Background: an optimization exercise with open tools, aiming at a short achievable clock period and few clock cycles. Do not read the settings as production practice. For this run, only the layout was checked, not whether the RTL still works. Power is estimated from default activity; no workload was simulated.

**design.v**
```verilog
module segcodec (
    input             clk,
    input             rst,
    input             h_req,
    input             h_we,
    input      [1:0]  h_size,     
    input      [12:0] h_addr,
    input      [31:0] h_wdata,
    output            h_done,
    output reg        h_err,
    output reg [31:0] h_rdata,
    output reg        mem_en,
    output reg        mem_we,
    output reg [3:0]  mem_be,
    output reg [8:0]  mem_addr,
    output reg [31:0] mem_wdata,
    input      [31:0] mem_rdata
);
    localparam [10:0] FRAME_LEN   = 11'd1446;
    localparam [10:0] MAX_PAYLOAD = 11'd1440;
    localparam [8:0]  LAST_WORD   = 9'd361;
    localparam [3:0] OP_NOP = 4'd0, OP_ENCODE = 4'd1, OP_DECODE = 4'd2, OP_CSUM = 4'd3;
    localparam [3:0] C_NONE = 4'd0, C_BAD_SIZE = 4'd1, C_BAD_CSUM = 4'd2,
                     C_BAD_VERSION = 4'd3, C_LEN_RANGE = 4'd4, C_ILLEGAL = 4'd5;
    localparam [1:0] P_RD = 2'd0, P_HDR = 2'd1, P_PAD = 2'd2, P_WAIT = 2'd3;
    reg [2:0]  tx_flags;    
    reg [10:0] tx_len;
    reg [5:0]  tx_seq;
    reg [5:0]  tx_ackn;
    reg        st_err;
    reg        st_valid;
    reg [3:0]  st_cause;
    reg [3:0]  st_lastop;
    reg [31:0] rx_hdr;
    reg [15:0] csum_r;
    reg [15:0] rx_size;
    reg [15:0] cs_len;
    reg [10:0] plen;
    wire [31:0] tx_hdr = {2'b01, tx_flags, tx_len, 2'b00, tx_seq, 2'b00, tx_ackn};
    wire [31:0] status = {20'd0, st_lastop, st_cause, 2'b00, st_valid, st_err};
    reg        s_idle;      
    reg        s_done;      
    reg        s_frd1;      
    reg        s_frd2;      
    reg        s_busy;      
    reg [1:0]  fsel;        
    assign h_done = s_done;
    function [3:0] lmask;    
        input [1:0] r;
        case (r)
            2'd0: lmask = 4'b1111;
            2'd1: lmask = 4'b1000;
            2'd2: lmask = 4'b1100;
            default: lmask = 4'b1110;
        endcase
    endfunction
    function [3:0] hmask;    
        input [1:0] r;
        hmask = 4'b1111 >> r;
    endfunction
    function [35:0] enc_params;
        input [10:0] len;
        reg [10:0] n, e;
        reg [8:0]  nw, ra_end, ps;
        reg [3:0]  lm, m1, pbe, csbe;
        reg        bad, has_rd;
        begin
            bad    = len > MAX_PAYLOAD;
            n      = len + 11'd6;
            e      = len + 11'd5;
            nw     = n[10:2];
            has_rd = len != 11'd0;
            ra_end = e[10:2];
            lm     = lmask(n[1:0]);
            m1     = 4'b0011 & ((ra_end == 9'd1) ? lm : 4'b1111);
            ps     = (nw >= 9'd2) ? nw : 9'd2;
            pbe    = (nw >= 9'd2) ? hmask(n[1:0]) : 4'b1111;
            csbe   = 4'b1100 | ((nw == 9'd1) ? (hmask(n[1:0]) & 4'b0011) : 4'b0000);
            enc_params = {bad, has_rd, ra_end, lm, m1, ps, pbe, csbe};
        end
    endfunction
    function [14:0] cs_params;
        input [15:0] len;
        reg [15:0] e;
        reg [8:0]  ra_end;
        reg [3:0]  lm;
        begin
            e      = len - 16'd1;
            ra_end = e[10:2];
            lm     = lmask(len[1:0]);
            cs_params = {len > {5'd0, FRAME_LEN}, len != 16'd0, ra_end,
                         (ra_end == 9'd0) ? lm : 4'b1111};
        end
    endfunction
    reg        enc_bad, enc_has_rd;
    reg [8:0]  enc_ra_end, enc_ps;
    reg [3:0]  enc_lm, enc_m1, enc_pbe, enc_csbe;
    reg        cs_bad, cs_has_rd;
    reg [8:0]  cs_ra_end;
    reg [3:0]  cs_lm, cs_m0;
    reg        rx_ok;
    always @(posedge clk) begin
        if (rst) begin
            {enc_bad, enc_has_rd, enc_ra_end, enc_lm, enc_m1, enc_ps, enc_pbe, enc_csbe}
                <= enc_params(11'd0);
            {cs_bad, cs_has_rd, cs_ra_end, cs_m0} <= cs_params(16'd0);
            cs_lm <= lmask(2'd0);
            rx_ok <= 1'b0;
        end else begin
            {enc_bad, enc_has_rd, enc_ra_end, enc_lm, enc_m1, enc_ps, enc_pbe, enc_csbe}
                <= enc_params(tx_len);
            {cs_bad, cs_has_rd, cs_ra_end, cs_m0} <= cs_params(cs_len);
            cs_lm <= lmask(cs_len[1:0]);
            rx_ok <= rx_size == {5'd0, FRAME_LEN};
        end
    end
    wire is_reg   = (h_addr[12:5] == 8'd0) && (h_size == 2'd2) && (h_addr[1:0] == 2'b00);
    wire is_frame = h_addr[12] && (h_addr[11:0] < {1'b0, FRAME_LEN}) && (h_size == 2'd0);
    reg [31:0] reg_rdata;
    always @(*) begin
        case (h_addr[4:2])
            3'd0: reg_rdata = 32'd0;
            3'd1: reg_rdata = status;
            3'd2: reg_rdata = tx_hdr;
            3'd3: reg_rdata = rx_hdr;
            3'd4: reg_rdata = {16'd0, csum_r};
            3'd5: reg_rdata = {16'd0, rx_size};
            3'd6: reg_rdata = {16'd0, cs_len};
            default: reg_rdata = {21'd0, plen};
        endcase
    end
    wire [3:0] wop = h_wdata[3:0];
    reg [1:0]  ph;
    reg        e_enc, e_dec;
    reg [8:0]  na;           
    reg [8:0]  ra_end;       
    reg [3:0]  lm;           
    reg [8:0]  ps;           
    reg [3:0]  pbe;          
    reg [3:0]  csbe;         
    reg        dec_fin;      
    reg [3:0]  m_a, m_d;
    reg        h_a, h_d;     
    reg        r1, r2;       
    reg [31:0] d_q;
    reg [15:0] acc;
    reg [1:0]  acc_c;
    reg [31:0] hdr_cap;
    wire       r0 = |m_a;
    wire [31:0] m_d_bits = {{8{m_d[3]}}, {8{m_d[2]}}, {8{m_d[1]}}, {8{m_d[0]}}};
    wire [17:0] acc_next = {2'd0, acc} + {2'd0, d_q[31:16]} + {2'd0, d_q[15:0]} + {16'd0, acc_c};
    wire [16:0] f1 = {1'b0, acc} + {15'd0, acc_c};
    wire [15:0] f2 = f1[16] ? {14'd0, f1[0], ~f1[0]} : f1[15:0];
    wire [15:0] csum_v = ~f2;
    wire [3:0] rd_mask  = (na == ra_end) ? lm : 4'b1111;
    wire [3:0] pad_be   = ((na == ps) ? pbe : 4'b1111) & ((na == LAST_WORD) ? 4'b1100 : 4'b1111);
    wire       fin_ok   = (ph == P_WAIT) && !r0 && !r1 && !r2;
    always @(posedge clk) begin
        if (rst) begin
            s_idle    <= 1'b1;
            s_done    <= 1'b0;
            s_frd1    <= 1'b0;
            s_frd2    <= 1'b0;
            s_busy    <= 1'b0;
            fsel      <= 2'd0;
            h_err     <= 1'b0;
            h_rdata   <= 32'd0;
            mem_en    <= 1'b0;
            mem_we    <= 1'b0;
            mem_be    <= 4'd0;
            mem_addr  <= 9'd0;
            mem_wdata <= 32'd0;
            tx_flags  <= 3'd0;
            tx_len    <= 11'd0;
            tx_seq    <= 6'd0;
            tx_ackn   <= 6'd0;
            st_err    <= 1'b0;
            st_valid  <= 1'b0;
            st_cause  <= C_NONE;
            st_lastop <= 4'd0;
            rx_hdr    <= 32'd0;
            csum_r    <= 16'd0;
            rx_size   <= 16'd0;
            cs_len    <= 16'd0;
            plen      <= 11'd0;
            ph        <= P_WAIT;
            e_enc     <= 1'b0;
            e_dec     <= 1'b0;
            na        <= 9'd0;
            ra_end    <= 9'd0;
            lm        <= 4'd0;
            ps        <= 9'd0;
            pbe       <= 4'd0;
            csbe      <= 4'd0;
            dec_fin   <= 1'b0;
            m_a       <= 4'd0;
            m_d       <= 4'd0;
            h_a       <= 1'b0;
            h_d       <= 1'b0;
            r1        <= 1'b0;
            r2        <= 1'b0;
            d_q       <= 32'd0;
            acc       <= 16'd0;
            acc_c     <= 2'd0;
            hdr_cap   <= 32'd0;
        end else begin
            mem_en  <= 1'b0;
            m_a     <= 4'd0;
            h_a     <= 1'b0;
            dec_fin <= 1'b0;
            s_done  <= 1'b0;
            m_d   <= m_a;
            h_d   <= h_a;
            r1    <= r0;
            r2    <= r1;
            d_q   <= mem_rdata & m_d_bits;
            {acc_c, acc} <= acc_next;
            if (h_d) hdr_cap <= mem_rdata;
            if (dec_fin) begin
                st_lastop <= OP_DECODE;
                st_valid  <= 1'b0;
                st_err    <= 1'b1;
                rx_hdr    <= 32'd0;
                plen      <= 11'd0;
                if (csum_r != 16'd0) begin
                    st_cause <= C_BAD_CSUM;
                end else if (hdr_cap[31:30] != 2'b01) begin
                    st_cause <= C_BAD_VERSION;
                end else begin
                    st_cause <= C_NONE;
                    st_err   <= 1'b0;
                    st_valid <= 1'b1;
                    rx_hdr   <= hdr_cap;
                    plen     <= (hdr_cap[26:16] > MAX_PAYLOAD) ? MAX_PAYLOAD : hdr_cap[26:16];
                end
            end
            if (s_idle && h_req) begin
                h_err <= 1'b0;
                if (is_reg) begin
                    h_rdata <= reg_rdata;
                    s_idle  <= 1'b0;
                    s_done  <= 1'b1;
                    if (h_we) begin
                        case (h_addr[4:2])
                            3'd0: begin
                                e_enc <= wop == OP_ENCODE;
                                e_dec <= wop == OP_DECODE;
                                acc   <= 16'd0;
                                acc_c <= 2'd0;
                                d_q   <= (wop == OP_ENCODE) ? tx_hdr : 32'd0;
                                r1    <= 1'b0;
                                r2    <= 1'b0;
                                case (wop)
                                    OP_NOP: ;
                                    OP_ENCODE: begin
                                        if (enc_bad) begin
                                            st_err    <= 1'b1;
                                            st_valid  <= 1'b0;
                                            st_cause  <= C_LEN_RANGE;
                                            st_lastop <= OP_ENCODE;
                                        end else begin
                                            s_done <= 1'b0;
                                            s_busy <= 1'b1;
                                            ra_end <= enc_ra_end;
                                            lm     <= enc_lm;
                                            ps     <= enc_ps;
                                            pbe    <= enc_pbe;
                                            csbe   <= enc_csbe;
                                            mem_en <= 1'b1;
                                            if (enc_has_rd) begin
                                                mem_we   <= 1'b0;
                                                mem_addr <= 9'd1;
                                                m_a      <= enc_m1;
                                                na       <= 9'd2;
                                                ph       <= (enc_ra_end == 9'd1) ? P_HDR : P_RD;
                                            end else begin
                                                mem_we    <= 1'b1;
                                                mem_addr  <= 9'd0;
                                                mem_be    <= 4'b1111;
                                                mem_wdata <= tx_hdr;
                                                na        <= enc_ps;
                                                ph        <= P_PAD;
                                            end
                                        end
                                    end
                                    OP_DECODE: begin
                                        if (!rx_ok) begin
                                            st_err    <= 1'b1;
                                            st_valid  <= 1'b0;
                                            st_cause  <= C_BAD_SIZE;
                                            st_lastop <= OP_DECODE;
                                            rx_hdr    <= 32'd0;
                                            plen      <= 11'd0;
                                        end else begin
                                            s_done   <= 1'b0;
                                            s_busy   <= 1'b1;
                                            ra_end   <= LAST_WORD;
                                            lm       <= 4'b1100;
                                            mem_en   <= 1'b1;
                                            mem_we   <= 1'b0;
                                            mem_addr <= 9'd0;
                                            m_a      <= 4'b1111;
                                            h_a      <= 1'b1;
                                            na       <= 9'd1;
                                            ph       <= P_RD;
                                        end
                                    end
                                    OP_CSUM: begin
                                        if (cs_bad) begin
                                            st_err    <= 1'b1;
                                            st_valid  <= 1'b0;
                                            st_cause  <= C_LEN_RANGE;
                                            st_lastop <= OP_CSUM;
                                        end else begin
                                            s_done <= 1'b0;
                                            s_busy <= 1'b1;
                                            ra_end <= cs_ra_end;
                                            lm     <= cs_lm;
                                            na     <= 9'd1;
                                            ph     <= P_WAIT;
                                            if (cs_has_rd) begin
                                                mem_en   <= 1'b1;
                                                mem_we   <= 1'b0;
                                                mem_addr <= 9'd0;
                                                m_a      <= cs_m0;
                                                if (cs_ra_end != 9'd0) ph <= P_RD;
                                            end
                                        end
                                    end
                                    default: begin
                                        st_err    <= 1'b1;
                                        st_valid  <= 1'b0;
                                        st_cause  <= C_ILLEGAL;
                                        st_lastop <= wop;
                                    end
                                endcase
                            end
                            3'd2: begin
                                tx_flags <= h_wdata[29:27];
                                tx_len   <= h_wdata[26:16];
                                tx_seq   <= h_wdata[13:8];
                                tx_ackn  <= h_wdata[5:0];
                            end
                            3'd5: rx_size <= h_wdata[15:0];
                            3'd6: cs_len  <= h_wdata[15:0];
                            default: ;   
                        endcase
                    end
                end else if (is_frame) begin
                    s_idle    <= 1'b0;
                    mem_en    <= 1'b1;
                    mem_we    <= h_we;
                    mem_addr  <= h_addr[10:2];
                    mem_be    <= 4'b1000 >> h_addr[1:0];
                    mem_wdata <= {4{h_wdata[7:0]}};
                    fsel      <= h_addr[1:0];
                    if (h_we) s_done <= 1'b1;
                    else      s_frd1 <= 1'b1;
                end else begin
                    h_err  <= 1'b1;
                    s_idle <= 1'b0;
                    s_done <= 1'b1;
                end
            end
            if (s_done) s_idle <= 1'b1;
            if (s_frd1) begin
                s_frd1 <= 1'b0;
                s_frd2 <= 1'b1;
            end
            if (s_frd2) begin
                s_frd2 <= 1'b0;
                s_done <= 1'b1;
                case (fsel)
                    2'd0: h_rdata <= {24'd0, mem_rdata[31:24]};
                    2'd1: h_rdata <= {24'd0, mem_rdata[23:16]};
                    2'd2: h_rdata <= {24'd0, mem_rdata[15:8]};
                    default: h_rdata <= {24'd0, mem_rdata[7:0]};
                endcase
            end
            if (s_busy) begin
                case (ph)
                    P_RD: begin
                        mem_en   <= 1'b1;
                        mem_we   <= 1'b0;
                        mem_addr <= na;
                        m_a      <= rd_mask;
                        na       <= na + 9'd1;
                        if (na == ra_end) ph <= e_enc ? P_HDR : P_WAIT;
                    end
                    P_HDR: begin
                        mem_en    <= 1'b1;
                        mem_we    <= 1'b1;
                        mem_addr  <= 9'd0;
                        mem_be    <= 4'b1111;
                        mem_wdata <= tx_hdr;
                        na        <= ps;
                        ph        <= P_PAD;
                    end
                    P_PAD: begin
                        mem_en    <= 1'b1;
                        mem_we    <= 1'b1;
                        mem_addr  <= na;
                        mem_be    <= pad_be;
                        mem_wdata <= 32'd0;
                        na        <= na + 9'd1;
                        if (na == LAST_WORD) ph <= P_WAIT;
                    end
                    default: begin
                        if (fin_ok) begin
                            s_busy    <= 1'b0;
                            s_done    <= 1'b1;
                            csum_r    <= csum_v;
                            st_lastop <= e_enc ? OP_ENCODE : e_dec ? OP_DECODE : OP_CSUM;
                            st_err    <= 1'b0;
                            st_valid  <= 1'b0;
                            st_cause  <= C_NONE;
                            if (e_dec) dec_fin <= 1'b1;
                            if (e_enc) begin
                                mem_en    <= 1'b1;
                                mem_we    <= 1'b1;
                                mem_addr  <= 9'd1;
                                mem_be    <= csbe;
                                mem_wdata <= {csum_v, 16'd0};
                            end
                        end
                    end
                endcase
            end
        end
    end
endmodule
```
**run.sh**
```bash
#!/bin/bash
# synth_recipe.tcl (not shown) runs the flow's synth.tcl, then flattens the netlist and writes it again
# the make line also repeats each setting of config.mk as NAME=value (left out here)
make -C /OpenROAD-flow-scripts/flow DESIGN_CONFIG=/design/flow/config.mk WORK_HOME=/design/flow/orfs CLKGATE_MAP_FILE= SYNTH_SCRIPT=/design/flow/synth_recipe.tcl finish
```
**config.mk**
```make
export PLATFORM = sky130hd
export DESIGN_NAME = segcodec
export DESIGN_NICKNAME = segcodec
export VERILOG_FILES = /design/flow/design.v
export SDC_FILE = /design/flow/constraint.sdc
export NUM_CORES = 4
export LEC_CHECK = 0
export ABC_CLOCK_PERIOD_IN_PS = 2200
export CAP_MARGIN = 20
export CORE_MARGIN = 2
export CORE_UTILIZATION = 40
export SETUP_SLACK_MARGIN = 3.5
export SLEW_MARGIN = 20
export TNS_END_PERCENT = 100
```
**constraint.sdc**
```tcl
create_clock -name core_clock -period 6.0 [get_ports {clk}]
set_input_delay 1.2000 -clock core_clock [delete_from_list [all_inputs] [get_ports {clk}]]
set_output_delay 1.2000 -clock core_clock [all_outputs]
set_load 0.01 [all_outputs]
```
==> run summary <==
count of state elements after synthesis 398; Setup WS post-layout 2700 ps; yosys warns 1; Async S/R FF share, synth 0%; Synth top cells by count dfxtp_1, nand2_1, nor2_1; Leak ~0.01 µW; Least-Margin Pin Slew 1120 ps; slowest cell delay on critical path around 500 ps; ant diodes 0; detail-routed net length per standard cell 25.5 µm; worst-skew pair later-pin latency between 500 and 600 ps; FF-to-FF path depth 12; hold depth 1; max-cap violation count 0; most common cell in the netlist dfxtp_1; Critical Path Source Type register; Critical Path, Cell by Cell inv_2, fa_1, fa_1, inv_2, ha_4, fa_2, a21o_1, a221oi_4, o311ai_4, o41ai_4, xor2_1, nor2_1; Cell Area, Synth between 15,000 and 20,000 µm²; dpl hpwl approximately 53 mm; CP top delay family adder cells; H-tree depth 2; initial drt markers roughly 2,000; area of the core ~47,000 µm²; aggregate global routing overflow 0; GRT Resource Usage Total about 30%; clk root buf clkbuf_16; nets@finish roughly 2,600; Initial Util between 40% and 50%; Fmax achieved 303 MHz; Seq/Total Area, Yosys between 40% and 50%; RSZ-0062 raised after global routing yes; number of synthesized flops with an enable pin 0; outcome no timing/DRC/antenna violations; Worst VDD drop ~0.18 mV; routed wire length 78.6 mm; # IOs 164; register area roughly 8000 µm²; first-pass GRT wire length ~110 mm; Critical Setup Path Class reg -> reg; Final Critical Period 3300 ps; Final Power around 6000 µW; CTS tree done; Fin. Hold Viols 0; Rel. slew slack between 20 and 30%; worst clock skew 14.9 ps; cell count after placement around 2,900; Bufs on Longest Clock Path 3; share of cells above drive strength 1 around a quarter; Area after DPL about 22,000 µm²; Worst EP arrival 3770 ps; CP max FO 3; Crit path required time roughly 6500 ps; setup TNS 0 ps; dominant cell type by area after synthesis dfxtp_1; Via Count between 15,000 and 20,000; Die Area 49,500 µm²; Worst-path clk slew approximately 60 ps; Finished Cell Area 25,700 µm²; number of global-route vias before repair 17,589; worst path bufs/invs 2; Worst path slowest cell fa_1; Yosys cell types 85; area growth from synthesis to layout 34.4%; Placement Setup Slack ~1300 ps; fin cells 3,080; Mean Syn Cell Area between 8 and 9 µm²; Num CTS Buffers 45; CP Capture Type register; First-pass DRT Iterations 5; max-slew violation count 0; clk sinks slightly below 400; Core Rows 80; syn nets about 2,400; initial antenna violation count 1; Remaining DRCs 0; Vias/cell 6.14; Post-CTS Hold Buffers 0; post-synth top area share 41.7%; Hold Path Class reg -> reg; Filler Cell Count 4,235; final setup fails 0; Stages on worst setup path 12; Power Density between 200 and 250 nW/µm²; Post-Synthesis Cells ~2,200; Die Ht ~220 µm; largest net degree at the start of global routing 101; Area contributors post-synth dfxtp_1, nand2_1, a21oi_1; prevailing post-synth register cell dfxtp_1; fin crit share 54.9%; Multi-input gate area 11,800 µm²; antenna-violating nets left 0; IO Port Bufs roughly 160; Placer Congestion around 0.94; die width 222 µm
==> power by group <==
part	switching, µW	internal [µW]
Combinational	203	137
Clock	1180	1800
Sequential	6.17	2650
==> per-stage QoR <==
step	utilization [%]	hold slack, ps
2_1_floorplan	-	391
3_3_place_gp	45.8	404
3_5_place_dp	45.8	422
4_1_cts	51.8	436
5_1_grt	54.1	439
6_report	54.1	432
==> per-layer routing <==
metal  vias to the layer above  routed length, µm  part of all wire (%)  global-route usage, %
met5                         -                  0                     0                      0
met2                      1094              34200                    44                   46.1
li1                       8369                  -                     -                      -
met1                      9194              32000                    41                   39.7
met3                       260               7840                    10                   5.51
met4                         0               4610                   5.9                   15.1
==> placed cells by master, fill, tap and decap left out, drive strengths merged, types with 21 or more instances in the layout <==
cell type,synthesis,layout
dfxtp,398,398
nand2,305,305
nor2,238,241
a21oi,179,179
buf,42,171
o21ai,81,81
dlygate4sd2,0,77
a22oi,75,75
clkbuf,124,70
inv,66,67
clkdlybuf4s50,0,58
nor3,51,51
ha,49,49
mux2i,45,45
xor2,42,42
xnor2,32,32
nand3,31,31
mux2,28,28
and3,23,24
o221ai,22,22
a221oi,22,22
a211oi,21,21
==> worst paths after layout <==
path | start | endpoint | slack, ps
max | d_q[1]$_SDFF_PP0_ | acc[15]$_SDFF_PP0_ | 2700
min | s_frd1$_SDFF_PP0_ | s_frd1$_SDFF_PP0_ | 430
max reg2reg | d_q[1]$_SDFF_PP0_ | acc[15]$_SDFF_PP0_ | 2700
min reg2reg | s_frd1$_SDFF_PP0_ | s_frd1$_SDFF_PP0_ | 430
==> what timing repair did <==
action	in CTS	in global routing
gates cloned	6	9
gates resized for setup	295	170
setup buffers	78	42
endpoints found under the setup margin	392	230
pin swaps	67	99
==> cells by family after synthesis <==
group                    after synthesis  share of synthesized area, %
flip-flops                           398                          41.7
AO/OA/AOI/OAI                        567                          19.8
buffers and inverters                232                          4.83
XOR/XNOR                              74                          3.39
multiplexers                          87                          5.66
AND/OR/NAND/NOR                      798                          19.3
adder cells (fa/ha/maj)               68                          5.20
==> sequential cells by signal, summed over array words and instances (netlist names), 11 cells and up <==
| name | cells |
|---|---|
| rx_hdr | 32 |
| plen | 11 |
| csum_r | 16 |
| tx_len | 11 |
| hdr_cap | 32 |
| acc | 16 |
| d_q | 32 |
| h_rdata | 32 |
| rx_size | 16 |
| cs_len | 16 |
| mem_wdata | 32 |
==> final cells by class <==
type,count,share of cell area [%]
clock inverter,20,1.09
tap,615,3.00
multi-input combinational,1598,45.8
sequential,398,31.1
inverter,66,1.01
timing repair buffer,321,12.9
clock buffer,62,5.14

[what the ideal ports hide]
How much do the figures lean on ideal ports? The routed layout below was timed once more, with nothing changed but the port constraints.
Step 1 (the two cells are an assumption about what drives the block):
set clk [get_ports {clk}]
set_driving_cell -lib_cell sky130_fd_sc_hd__clkbuf_16 $clk
set_driving_cell -lib_cell sky130_fd_sc_hd__buf_2 [delete_from_list [all_inputs] $clk]
Step 2 adds t to the input delays and takes it off the output delays; t is the mean of the earliest and latest rising clock arrival at the registers after step 1. Input paths then give back, and output paths get back, about the clock's delay inside the block.
Three values: no drivers, after step 1, after step 2; two values: the first two.
t (ns): 0.641
setup slack, ns: 2.704 / 2.704 / 2.635
worst data-port slew with drivers (ns): 0.09
After both steps setup and hold are still met in this run. The setup slack of this run moves by 0.000 ns with the drivers and by -0.069 ns with both steps.
